Context: an optimization exercise on an open-source flow, tuned for small area, a short achievable clock period and few clock cycles. The choices shown serve that exercise and are no tape-out recipe.
At most, simulation tests tie the RTL to the original design; equivalence was not proved.
Power and IR drop assume default switching activity.

==> job 8055: inputs <==
// pft_lzd
module pft_lzd (
    input  wire        clk,
    input  wire        rst,           
    input  wire [7:0]  reg_addr,      
    input  wire        reg_we,
    input  wire [31:0] reg_wdata,
    output reg  [31:0] reg_rdata,
    output wire        irq,
    output reg         buf_en,
    output reg         buf_we,
    output reg  [16:0] buf_addr,
    output reg  [7:0]  buf_wdata,
    input  wire [7:0]  buf_rdata,
    output reg         out_re,
    output reg  [24:0] out_raddr,
    input  wire [7:0]  out_rdata,
    output reg         out_we,
    output reg  [24:0] out_waddr,
    output reg  [7:0]  out_wdata
);
Settings: LEC_CHECK=0, CAP_MARGIN=20, CORE_MARGIN=2, CORE_UTILIZATION=35, CTS_CLUSTER_DIAMETER=110, CTS_CLUSTER_SIZE=24, SETUP_SLACK_MARGIN=3, SLEW_MARGIN=20; clock period 12.0 ns.
standard.sh (not shown) runs the stock make flow with config.mk's settings and CLKGATE_MAP_FILE= SYNTH_SCRIPT=/design/flow/synth_recipe.tcl, a recipe that flattens the netlist after the stock synthesis.
==> flow/flow/run.sh <==
#!/bin/bash
# Own flow: the standard layout (standard.sh, unchanged synthesis), with the
# port buffers made of sky130_fd_sc_hd__buf_1 instead of the delay buffer that
# buffer_ports picks by default (every port still gets its own buffer), and
# timing repair allowed to change a cell's footprint (MATCH_CELL_FOOTPRINT=0;
# detailed placement runs after every repair).
set -euo pipefail
W=$(pwd)
sed 's#^make -C \(.*\) "\${@:-finish}"$#make -C \1 "BUFFER_PORTS_ARGS=-buffer_cell sky130_fd_sc_hd__buf_1" MATCH_CELL_FOOTPRINT=0 "${@:-finish}"#' standard.sh > own_standard.sh
grep -q 'MATCH_CELL_FOOTPRINT=0' own_standard.sh
bash own_standard.sh finish > make_finish.log 2>&1
test -s out/final.def
==> job 5544: changes against job 8055 <==
--- a/flow/design.v
+++ b/flow/design.v
@@ -97,67 +97,73 @@
         endcase
     end
     wire stream = (state >= S_CKE) && (state <= S_TRL1);
     wire [24:0] x_relh  = {blen, offm1[8:0]};
     wire [6:0]  x_b     = s0[6:0];                       
     wire [4:0]  kidx    = busy ? x_b[6:2] : reg_addr[6:2];
     wire [31:0] tmp0    = iv0 + ~iv2;
     wire [31:0] tmp1    = iv1 + ~iv3;
-    wire [31:0] key_w;
-    pft_lzd_key u_key (.idx(kidx), .tmp0(tmp0), .tmp1(tmp1),
-                       .iv0(iv0), .iv1(iv1), .iv2(iv2), .iv3(iv3), .key(key_w));
-    wire [31:0] x_mw    = key_w - {x_relh, 7'd0};
-    wire [31:0] x_mword = acc;
+    wire [31:0] k_t     = (kidx[0] ? tmp1 : tmp0) ^ {32{kidx[1]}};
+    reg  [31:0] k_c;
+    always @* begin
+        case (kidx[4:3])
+            2'd0: k_c = iv0;
+            2'd1: k_c = iv1;
+            2'd2: k_c = iv2;
+            default: k_c = iv3;
+        endcase
+    end
+    wire [31:0] k_x     = kidx[2] ? k_t : ~(k_t ^ k_c);
+    wire [31:0] k_y     = kidx[2] ? ~k_c : {k_t[30:0] | k_c[30:0], 1'b0};
+    wire [31:0] key_w   = k_x + k_y;
+    wire [31:0] x_mw    = acc - {x_relh, 7'd0};
+    wire [31:0] x_mword = (x_b[1:0] == 2'd0) ? x_mw : acc;
     reg  [7:0]  x_mbyte;
     always @* begin
         case (ctrl_endian ? ~x_b[1:0] : x_b[1:0])
             2'd0: x_mbyte = x_mword[7:0];
             2'd1: x_mbyte = x_mword[15:8];
             2'd2: x_mbyte = x_mword[23:16];
             default: x_mbyte = x_mword[31:24];
         endcase
     end
-    wire        xsel_iv = (state == S_IDLE) || (state == S_CMD);
-    wire [31:0] xsum_b  = xsel_iv ? xivoff : xstart;
+    wire [31:0] xsum_b  = (state == S_CMD) ? xivoff : xstart;
     wire [32:0] xsum    = {1'b0, xbase} + {1'b0, xsum_b};
-    wire [18:0] xend    = {1'b0, xsum[17:0]} + (xsel_iv ? 19'd16 : {1'b0, xlen[17:0]});
+    wire [18:0] xend    = {1'b0, xsum[17:0]} + ((state == S_CMD) ? 19'd16 : {1'b0, xlen[17:0]});
     wire        x_hi    = (xbase[31:18] != 14'd0) || (xsum_b[31:18] != 14'd0) || xsum[18];
-    wire        x_oob   = x_hi || (!xsel_iv && (xlen[31:18] != 14'd0)) ||
+    wire        x_oob   = x_hi || ((state != S_CMD) && (xlen[31:18] != 14'd0)) ||
                           (xend > {1'b0, buf_len[17:0]});
-    reg         xoob_r;
-    always @(posedge clk) xoob_r <= x_oob;
     wire [10:0] cp_off   = {s0[7:5], sbyte};
     wire [22:0] cp_len   = {18'd0, s0[4:0]} + 23'd3;
     wire        cp_ext   = (s0[4:0] == 5'd7);
     wire [17:0] sp_inc  = sp + 18'd1;
-    wire [22:0] cnt_nx  = cnt + ((state == S_EXT) ? {15'd0, sbyte} : 23'h7FFFFF);
     wire        ck_last = (sp_inc == buf_len[17:0]);
     wire [8:0]  ck_sum  = {1'b0, acc[7:0]} + {1'b0, buf_rdata} + {8'd0, ckc & (sp[1:0] != 2'd0)};
     wire [7:0]  ck_lane = ck_sum[7:0];
     wire        ck_cout = ck_sum[8];
     wire [25:0] oc_inc  = oc + 26'd1;
-    wire [23:0] oc_plus = {1'b0, oc[22:0]} + {1'b0, cnt};
+    wire [22:0] oc_lop  = (state == S_CP1) ? cp_len : cnt;
+    wire [23:0] oc_plus = {1'b0, oc[22:0]} + {1'b0, oc_lop};
     wire        oc_over = oc[25] || (oc[24] && oc[23] && oc_plus[23] && (oc_plus[22:0] != 23'd0));
-    wire [6:0]  oc_p6   = {1'b0, oc[5:0]} + {1'b0, cp_len[5:0]};
-    wire        oc_ovcp = oc[25] || (oc[24] && oc[23] && (oc[22:6] == 17'h1FFFF) && (oc_p6 > 7'd64));
     reg  [15:0] hd_len;
     reg         hd_oversz;
     always @* begin
         hd_len    = blen;
         hd_oversz = 1'b0;
         if (blen == 16'hE000) begin
             if (model == 8'd1)      hd_len = 16'hC002;
             else if (model == 8'd2) hd_len = 16'h6000;
             else                    hd_oversz = 1'b1;
         end else if (blen > 16'h8000) begin
             hd_oversz = 1'b1;
         end
     end
-    wire        sp_over  = cnt[22] || ({7'd0, hd_len} > cnt);
+    wire [18:0] sp_k     = {1'b0, sp} + {3'd0, hd_len} + 19'd6;
+    wire        sp_over  = (sp_k > {1'b0, buf_len[17:0]});
     wire        cke_ok   = (acc == 32'd0) && (buf_len[17:0] >= 18'h1F8) && sig_nz;
     wire        hd_raw1  = (model == 8'd1) && (blen == 16'hE000);
     wire        hd_raw2  = (model == 8'd2) && ((blen == 16'hE000) || (blen == 16'h6000));
     wire        rem0     = (rem == 16'd2);             
     wire        rem_lt2  = (rem[15:2] == 14'd0);       
     wire        rem1     = (rem == 16'd3);             
     wire        gv       = (mask[15:0] != 16'd0);      
     assign      cpy_mrg  = cpy_last && !rem_lt2 && (!gv || mask[16]);
@@ -184,17 +190,17 @@
                     if (buf_len[1:0] != 2'd0) begin
                         flt = 1'b1; fcode = F_CSUM; fin = buf_len; fval = {30'd0, buf_len[1:0]};
                     end else if (buf_len[17:0] == 18'd0) begin
                         flt = 1'b1; fcode = F_OOB; fin = 32'h1F6; fval = 32'd2;
                     end else begin
                         nstate = S_CK;
                     end
                 end else begin
-                    if (xoob_r) begin
+                    if (x_oob) begin
                         flt = 1'b1; fcode = F_OOB; fin = xsum[31:0]; fval = 32'd16;
                     end else begin
                         nstate = S_IV;
                     end
                 end
             end
             S_CK: if (ck_last) nstate = S_CKE;
             S_CKE: begin
@@ -262,17 +268,17 @@
             S_MSK1: nstate = S_TOK;
             S_CP1: begin
                 if (cp_ext) begin
                     nstate = S_EXT;
                 end else if (cp_off == 11'd0) begin
                     flt = 1'b1; fcode = F_ZEROOFF; fin = {14'd0, t_pos}; fval = {9'd0, cp_len};
                 end else if ((oc[25:11] == 15'd0) && (cp_off > oc[10:0])) begin
                     flt = 1'b1; fcode = F_OFFBEF; fin = {14'd0, t_pos}; fval = {21'd0, cp_off};
-                end else if (oc_ovcp) begin
+                end else if (oc_over) begin
                     flt = 1'b1; fcode = F_OUTCAP; fin = {14'd0, t_pos}; fval = {9'd0, cp_len};
                 end else begin
                     nstate = S_CPY;
                 end
             end
             S_EXT: begin
                 if (rem0) begin
                     flt = 1'b1; fcode = F_INCOMPL; fin = {14'd0, sp}; fval = {16'd0, blen};
@@ -306,17 +312,17 @@
                     else                 nstate = S_XC;
                 end
             end
             S_XC: begin
                 if (xstart[6:0] != 7'd0 || xlen[6:0] != 7'd0) begin
                     flt = 1'b1; fcode = F_ALIGN; fin = xstart; fval = xlen;
                 end else if (xlen == 32'd0) begin
                     fin_done = 1'b1;
-                end else if (xoob_r) begin
+                end else if (x_oob) begin
                     flt = 1'b1; fcode = F_OOB; fin = xsum[31:0]; fval = xlen;
                 end else begin
                     nstate = S_XR;
                 end
             end
             S_XR: nstate = S_XW;
             S_XW: if (cnt == 23'd1) fin_done = 1'b1; else nstate = S_XR;
             default: nstate = S_IDLE;
@@ -491,28 +497,25 @@
             S_CK: begin
                 hv  <= 1'b0;
                 acc <= {ck_lane, acc[31:8]};
                 ckc <= ck_cout;
                 if ((sp[17:1] == 17'h000FB) && (buf_rdata != 8'd0)) sig_nz <= 1'b1;
                 sp  <= ck_last ? 18'h200 : sp_inc;
             end
             S_HDR:  s0   <= sbyte;
-            S_HDR1: begin
-                blen <= {s0, sbyte};
-                cnt  <= {5'd0, buf_len[17:0]} - {5'd0, sp} - 23'd7;
-            end
+            S_HDR1: blen <= {s0, sbyte};
             S_HDRC: begin
                 blen  <= hd_len;
                 cnt   <= hd_raw1 ? 23'h00C000 : 23'h006000;
                 rem   <= (hd_raw1 || hd_raw2) ? (hd_raw1 ? 16'd4 : 16'd2) : hd_len;
                 mask  <= 17'd0;
                 mflag <= 1'b0;
             end
-            S_RAW:   cnt <= cnt_nx;
+            S_RAW:   cnt <= cnt - 23'd1;
             S_RSKIP: rem <= rem - 16'd1;
             S_TOK: begin
                 s0  <= sbyte;
                 rem <= rem - 16'd1;
                 if (!gv) begin
                     mflag <= 1'b1;
                 end else begin
                     mask <= {mask[15:0], 1'b0};
@@ -524,76 +527,57 @@
                 rem  <= rem - 16'd1;
             end
             S_CP1: begin
                 offm1 <= cp_off - 11'd1;
                 cnt   <= cp_len;
                 rem   <= rem - 16'd1;
             end
             S_EXT: begin
-                cnt <= cnt_nx;
+                cnt <= cnt + {15'd0, sbyte};
                 rem <= rem - 16'd1;
             end
             S_CPY: begin
-                cnt <= cnt_nx;
+                cnt <= cnt - 23'd1;
                 if (cpy_last) mflag <= 1'b0;
                 if (cpy_mrg) begin
                     s0  <= sbyte;
                     rem <= rem - 16'd1;
                     if (!gv) mflag <= 1'b1;
                     else     mask  <= {mask[15:0], 1'b0};
                 end
             end
             S_TRL: s0 <= sbyte;
             S_IV: begin
                 sp  <= sp_inc;
-                cnt <= cnt_nx;
+                cnt <= cnt - 23'd1;
                 if (ctrl_endian) iv3 <= {iv3[23:0], buf_rdata};
                 else             iv3 <= {buf_rdata, iv3[31:8]};
                 if (cnt[1:0] == 2'd0 && cnt[3:2] != 2'd0) begin
                     iv2 <= ctrl_endian ? {iv3[23:0], buf_rdata} : {buf_rdata, iv3[31:8]};
                     iv1 <= iv2;
                     iv0 <= iv1;
                 end
             end
             S_XC: begin
                 cnt  <= {5'd0, xlen[17:0]};
                 sp   <= xsum[17:0];
                 s0   <= 8'd0;
                 blen <= xstart[31:16];
                 offm1[8:0] <= xstart[15:7];
             end
-            S_XR: if (x_b[1:0] == 2'd0) acc <= x_mw;
+            S_XR: if (x_b[1:0] == 2'd0) acc <= key_w;
             S_XW: begin
-                cnt <= cnt_nx;
+                cnt <= cnt - 23'd1;
                 sp  <= sp_inc;
                 s0  <= s0 + 8'd1;
+                if (x_b[1:0] == 2'd0) acc <= x_mw;
                 if (x_b == 7'd127) {blen, offm1[8:0]} <= x_relh + 25'd1;
             end
             default: ;
         endcase
         if (flt) begin
             acc        <= fval;               
             blen       <= fin[31:16];         
             mask[15:0] <= fin[15:0];
         end
     end
 endmodule
-module pft_lzd_key (
-    input  wire [4:0]  idx,
-    input  wire [31:0] tmp0, tmp1,
-    input  wire [31:0] iv0, iv1, iv2, iv3,
-    output wire [31:0] key
-);
-    wire [31:0] t = (idx[0] ? tmp1 : tmp0) ^ {32{idx[1]}};
-    reg  [31:0] c;
-    always @* begin
-        case (idx[4:3])
-            2'd0: c = iv0;
-            2'd1: c = iv1;
-            2'd2: c = iv2;
-            default: c = iv3;
-        endcase
-    end
-    wire [31:0] x = idx[2] ? t : ~(t ^ c);
-    wire [31:0] y = idx[2] ? ~c : {t[30:0] | c[30:0], 1'b0};
-    assign key = x + y;
-endmodule
==> flow/flow/run.sh (replaced) <==
#!/bin/bash
# Own flow: the standard layout (standard.sh, unchanged synthesis), with the
# port buffers made of sky130_fd_sc_hd__buf_4 instead of the delay buffer that
# buffer_ports picks by default. Every port still gets its own buffer.
set -euo pipefail
W=$(pwd)
sed 's#^make -C \(.*\) "\${@:-finish}"$#make -C \1 "BUFFER_PORTS_ARGS=-buffer_cell sky130_fd_sc_hd__buf_4" "${@:-finish}"#' standard.sh > own_standard.sh
grep -q 'BUFFER_PORTS_ARGS=-buffer_cell sky130_fd_sc_hd__buf_4' own_standard.sh
bash own_standard.sh finish > make_finish.log 2>&1
test -s out/final.def
==> flow/config.mk (replaced) <==
export PLATFORM = sky130hd
export DESIGN_NAME = pft_lzd
export DESIGN_NICKNAME = pft_lzd
export VERILOG_FILES = /design/flow/design.v
export SDC_FILE = /design/flow/constraint.sdc
export NUM_CORES = 8
export LEC_CHECK = 0
export CAP_MARGIN = 20
export CORE_MARGIN = 2
export CORE_UTILIZATION = 35
export SETUP_SLACK_MARGIN = 4
export SLEW_MARGIN = 20
==> run summary <==
item                                                              job 5544        job 8055
Post-synthesis sequential area ratio                                 0.277           0.286
Worst IR drop on VDD                                            0.000412 V      0.000561 V
Via count                                                           51,837          48,257
Final-layout clock buffer total                                         94              41
Period utilisation layout                                            0.745           0.738
Hold worst-path end                                                iv1[13]         iv0[24]
# Taps                                                               1,768           1,742
Via count of the first global-routing pass                          47,371          43,643
Result of the run                                           finished clean  finished clean
Hold path start                                                    iv2[13]         iv1[24]
Met3 global-route usage                                              0.114          0.0925
Number of cells upsized or downsized after cts                         291              62
Core area                                                      133,000 um2     129,000 um2
Wire length of the first global-routing pass                    363,000 um      321,000 um
DIE AREA                                                       137,000 um2     133,000 um2
Share of Yosys cell area claimed by the top area cell type           0.177           0.182
Multiplexer fraction of the synthesized cell area                   0.0484          0.0472
Filler Cells Inserted                                               13,363          13,414
Int Pwr                                                            8.87 mW         7.41 mW
Design Area, Final                                              56,900 um2      50,300 um2
Final Routed Wirelength                                         265,000 um      230,000 um
Multi-input gate share of total cell area                            0.590           0.607
Met2 Routed Length                                              110,000 um       94,700 um
Seq/total area                                                       0.228           0.258
Syn Inst Count                                                       5,849           5,644
Arrival time worst endpoint                                        6.54 ns         6.46 ns
Testbench counts of job 8055, summed over its fixed seeds: cycles 425,930.
No functional check of the RTL was part of job 5544.

---

==> 10-03 <==
pft_lzd, a different RTL version from the one above (not shown whole).
clock: 12.0 ns
lec_check: 0
abc_clock_period_in_ps: 7000
cap_margin: 20
core_margin: 2
core_utilization: 35
setup_slack_margin: 4
slew_margin: 20
run.sh (not shown) runs the stock make flow with config.mk's settings and CLKGATE_MAP_FILE= SYNTH_SCRIPT=/design/flow/synth_recipe.tcl, a recipe that flattens the netlist after the stock synthesis.
Stock flow here: none of the scripts above is used.
==> 12-11 (differences from 10-03) <==
Settings changed: ABC_CLOCK_PERIOD_IN_PS 7000 to default, SETUP_SLACK_MARGIN 4 to default.
==> summary of the runs <==
Against 12-11, the sequential share of layout area of 10-03 is lower by 1.5 points. Clock power is about the same in 10-03 and 12-11. Against 12-11, the setup slack of 10-03 is better by 1.4 ns. Against 12-11, the routed wire length of 10-03 is larger by 0.70%. Against 10-03, the combinational power of 12-11 is smaller by 34%. Die area is the same in 10-03 and 12-11. Area after synthesis is the same in 10-03 and 12-11. In synthesized cell count, 10-03 and 12-11 do not differ. In 12-11 the maximum frequency is smaller than in 10-03, by about 12%. 10-03 went through all stages and came out clean. 12-11 ran to the end with no violations.
==> figures <==
Run status: 12-11 complete, no violations; 10-03 complete, no violations
Multi-input logic area: 12-11 0.0353 mm²; 10-03 0.0373 mm²
Met2 track demand over resource in global routing: 12-11 0.483; 10-03 0.484
Overall routing resource usage: 12-11 0.333; 10-03 0.331
Count of routing violations after the opening detailed-route iteration: 12-11 8370; 10-03 8641
Worst path arrival time: 12-11 9.14 ns; 10-03 7.73 ns
Filler cell count: 12-11 15224; 10-03 14842
Total area of sequential cells: 12-11 0.0152 mm²; 10-03 0.0152 mm²
Cts bufs inserted: 12-11 77; 10-03 78
Cell count after placement: 12-11 8239; 10-03 8206
Final period demand of the worst path: 12-11 11.54 ns; 10-03 10.13 ns
Worst hold path cell count: 12-11 2; 10-03 0
Post-place instance area: 12-11 0.0574 mm²; 10-03 0.0573 mm²
Worst Reg2Reg Path Length in Cells: 12-11 39; 10-03 45
Reg-to-Reg Start: 12-11 xbase[1]$_SDFFE_PP0P_; 10-03 ic[0]$_SDFF_PP0_
Core Util, Final: 12-11 0.401; 10-03 0.426
Number of antenna violations at the first check in global routing: 12-11 27; 10-03 24
Crit path depth: 12-11 25; 10-03 26
Ratio of layout area to synthesized area: 12-11 1.135x; 10-03 1.206x
Count of antenna diodes in the layout: 12-11 7; 10-03 10
Testbench counts of 10-03, summed over its fixed seeds: cycles 434,464.
Testbench counts of 12-11, summed over its fixed seeds: cycles 434,464.

[port drivers added, routing unchanged]
The flow's constraints put no driver on any port. The routed layouts listed below were extracted and timed again, unchanged, in two steps. Step 1, drivers: a clkbuf_16 drives clk and a buf_2 each remaining input, both assumed. Step 2, shift: input delay + t, output delay - t, t = (earliest + latest rising clock arrival at the registers) / 2. This alone moves slack from input paths to output paths. Three values: ideal ports, drivers, drivers and shift; two values: the first two.
| run | t, ns | setup slack, ns | worst hold slack (ns) | worst setup path after step 2 |
|---|---|---|---|---|
| job 8055 | 0.768 | 3.143 / 3.097 / 3.097 | 0.472 / 0.472 / 0.472 | input to output |
| job 5544 | 0.784 | 3.063 / 2.983 / 2.983 | 0.468 / 0.468 / 0.468 | input to output |
| 10-03 | 0.801 | 1.874 / 1.789 / 1.826 | 0.475 / 0.475 / 0.475 | input to output |
| 12-11 | 0.782 | 0.457 / 0.434 / 0.434 | 0.471 / 0.471 / 0.471 | input to output |
After both steps every run listed still meets setup and hold. For job 5544, which loses most, drivers alone change the setup slack by -0.080 ns; drivers and shift together by -0.080 ns.
